Source: an optimization exercise on an open RTL-to-GDS flow (aim: small area, a short achievable clock period and few clock cycles per item). Production flows keep margins and buffers that such runs may drop.
In this exercise RTL edits were held to simulation tests only and were not proved equivalent to the original.
No activity file was given, so power comes from the tool's default toggle rates.

Setup of wip/willow:
==> flow/design.v (excerpt) <==
module mnet_rxv (
    input  wire        clk,
    input  wire        rst,
    input  wire        key_wr,
    input  wire [2:0]  key_len,
    input  wire [47:0] key_data,
    input  wire        line_rx_valid,
    output wire        line_rx_ready,
    input  wire [7:0]  line_rx_data,
    input  wire        rx_obf,
    output wire        resp_valid,
    input  wire        resp_ready,
    output wire [7:0]  resp_data,
    output wire        resp_last
);
    localparam NB = 16;           
    localparam NS = 17;           
    localparam QD = 8;            
    localparam QA = 3;            
    localparam Q_OK  = 2'd0,
               Q_CRC = 2'd1,
               Q_BAD = 2'd2;
    integer k;
    genvar gb;
    reg [47:0] key;
    reg [2:0]  klen;
    always @(posedge clk) begin
        if (rst) begin
            klen <= 3'd0;
        end else if (key_wr && key_len >= 3'd3 && key_len <= 3'd6) begin
            klen <= key_len;
            key  <= key_data;
        end
    end
    reg       rdy_q;
    reg       i_v, s_v;
    reg [7:0] i_d, s_d;
    reg       i_o, s_o;
    reg       i_ff, i_01, i_04, i_00;
    wire      acc = line_rx_valid && rdy_q;
    wire      consume;
    assign line_rx_ready = rdy_q;
    wire [7:0] n_d = s_v ? s_d : line_rx_data;
    wire       n_o = s_v ? s_o : rx_obf;
    always @(posedge clk) begin
        if (rst) begin
            i_v   <= 1'b0;
            s_v   <= 1'b0;
            rdy_q <= 1'b0;
        end else begin
            if (!i_v || consume) begin
                i_d  <= n_d;
                i_o  <= n_o;
                i_ff <= (n_d == 8'hFF);
                i_01 <= (n_d == 8'h01);
                i_04 <= (n_d == 8'h04);
                i_00 <= (n_d == 8'h00);
                i_v  <= s_v || acc;
                s_v  <= s_v && acc;
            end else begin
                if (acc) s_v <= 1'b1;
            end
  ...
For scale: roughly 4200 cells after synthesis, about 2600 flip-flops, about 64000 um2 of cells after synthesis.
export LEC_CHECK = 0
export ABC_CLOCK_PERIOD_IN_PS = 2400
export CAP_MARGIN = 20
export CORE_MARGIN = 2
export CORE_UTILIZATION = 65
export CTS_CLUSTER_DIAMETER = 100
export CTS_CLUSTER_SIZE = 30
export SETUP_SLACK_MARGIN = 2.65
export SLEW_MARGIN = 20
create_clock -name core_clock -period 5.0 [get_ports {clk}]
run.sh (not shown) runs the stock make flow with config.mk's settings and CLKGATE_MAP_FILE= SYNTH_SCRIPT=/design/flow/synth_recipe.tcl, a recipe that flattens the netlist after the stock synthesis.
wip/willow has completed all stages; timing, DRC and antenna checks passed.
Testbench counts of wip/willow, summed over its fixed seeds: cycles 16,123, items 192.
#### Input delta (wip/indigo over wip/willow)
diff --git a/flow/config.mk b/flow/config.mk
--- a/flow/config.mk
+++ b/flow/config.mk
@@ -12,3 +12,3 @@
-export CTS_CLUSTER_DIAMETER = 100
-export CTS_CLUSTER_SIZE = 30
-export SETUP_SLACK_MARGIN = 2.65
+export CTS_CLUSTER_DIAMETER = 90
+export CTS_CLUSTER_SIZE = 26
+export SETUP_SLACK_MARGIN = 2.7
[summary]
wip/indigo: full flow OK, the timing, DRC and antenna checks passed
Setup slack | wip/indigo above wip/willow
On wip/indigo: number of clock-tree buffers in the layout is about 11% higher than what wip/willow gave.
Number of signal-net buffers in the layout ended up 8 higher on wip/indigo than on wip/willow.
| relative contribution of the clock network to total power | wip/indigo vs wip/willow | 1.1 points higher |
Across both runs, cell area was higher for wip/indigo than for wip/willow.
The final reports for wip/indigo and wip/willow show routed wirelength normalized by instance count lower in the former.
Compared with wip/willow, in wip/indigo detailed-route wire length stayed essentially flat; area used by multi-input combinational logic rose by 85 um2.
Setup changes, wip/indigo to wip/delta
diff --git a/flow/config.mk b/flow/config.mk
--- a/flow/config.mk
+++ b/flow/config.mk
@@ -11 +11 @@
-export CORE_UTILIZATION = 65
+export CORE_UTILIZATION = 70
Results
- wip/delta: flow completed, timing, DRC and antenna clean
- Worst setup slack (wip/delta over wip/indigo): decrease, 0.12 ns
- Comparing worst IR drop on VDD for wip/indigo and wip/delta, the smaller number came from wip/indigo.
- Run comparison: wip/indigo most used routing layer in global routing met1; wip/delta most used routing layer in global routing met2
- First-pass GRT wire length is higher on wip/delta
- The lower total detailed-routing wirelength of wip/indigo and wip/delta is in wip/indigo.
- Total of clock buffers placed in the layout sits lower in wip/delta than in wip/indigo.
- Launching instance or port of the critical path = o_l: wip/indigo; launching instance or port of the critical path = o_d[3]: wip/delta
- The clock network area share was comparable across wip/indigo and wip/delta.
What wip/zinc does differently from wip/delta at the input level:
diff --git a/flow/config.mk b/flow/config.mk
--- a/flow/config.mk
+++ b/flow/config.mk
@@ -11,3 +11,3 @@
-export CORE_UTILIZATION = 70
-export CTS_CLUSTER_DIAMETER = 90
-export CTS_CLUSTER_SIZE = 26
+export CORE_UTILIZATION = 65
+export CTS_CLUSTER_DIAMETER = 100
+export CTS_CLUSTER_SIZE = 30
~same final net count in wip/delta and wip/zinc
Capture point of the critical path = resp_data[3]: wip/delta; capture point of the critical path = resp_last: wip/zinc
Relative to wip/delta, met1 layer usage reported by global route has gone down in wip/zinc.
Higher number of ordinary and repair buffers in the finished layout among wip/delta and wip/zinc: wip/zinc
Pre-CTS worst setup slack: wip/zinc vs wip/delta down 0.14 ns

== alpha ==
Another version of the RTL of mnet_rxv (not shown whole).
For scale: roughly 4200 cells after synthesis, ~2600 flip-flops, ~76 I/O pins.
Settings: LEC_CHECK=0, ABC_CLOCK_PERIOD_IN_PS=2400, CAP_MARGIN=20, CORE_MARGIN=2, CORE_UTILIZATION=65, CTS_CLUSTER_DIAMETER=90, CTS_CLUSTER_SIZE=26, SETUP_SLACK_MARGIN=2.6, SLEW_MARGIN=20; clock period 5.0 ns.
alpha has completed all stages; timing, DRC and antenna checks passed.
Testbench counts of alpha, summed over its fixed seeds: cycles 16,123, items 192.
Input-level comparison between beta and alpha:
- a change of CTS_CLUSTER_DIAMETER from 90 to 95
- a change of SETUP_SLACK_MARGIN from 2.6 to 2.7
- a change of CTS_CLUSTER_SIZE from 26 to 28
[summary]
Compared with alpha, beta shows a higher final standard cell area without fillers. Going from alpha to beta, leakage power shows an increase of 0.50%; total number of vias picked up an extra 160.

## port drivers added, routing unchanged
In the flow no input, the clock included, has a driving cell. The finished layouts below were timed again as built, in two steps. Step 1: set_driving_cell puts a clkbuf_16 on clk and a buf_2 on each other input, an assumption about the parent block. Step 2 also shifts input and output timing later by t, the mid clock arrival at the registers, as if the neighbouring blocks saw the same clock. a / b / c = ideal ports / drivers / drivers and shift; a / b = the first two.
| run | t (ns) | slack for setup (ns) | hold WS [ns] |
|---|---|---|---|
| wip/willow | 0.780 | 2.588 / 2.519 / 2.033 | 0.308 / 0.308 / 0.308 |
| wip/indigo | 0.795 | 2.655 / 2.586 / 2.061 | 0.317 / 0.317 / 0.317 |
| wip/delta | 0.805 | 2.537 / 2.462 / 1.993 | 0.299 / 0.299 / 0.299 |
| wip/zinc | 0.776 | 2.672 / 2.603 / 2.062 | 0.298 / 0.298 / 0.298 |
| alpha | 0.795 | 2.645 / 2.616 / 2.011 | 0.309 / 0.309 / 0.309 |
| beta | 0.780 | 2.657 / 2.657 / 2.137 | 0.316 / 0.316 / 0.316 |
After both steps setup and hold are still met in every run listed. The setup slack of alpha, which loses most, moves by -0.029 ns with the drivers and by -0.634 ns with both steps.
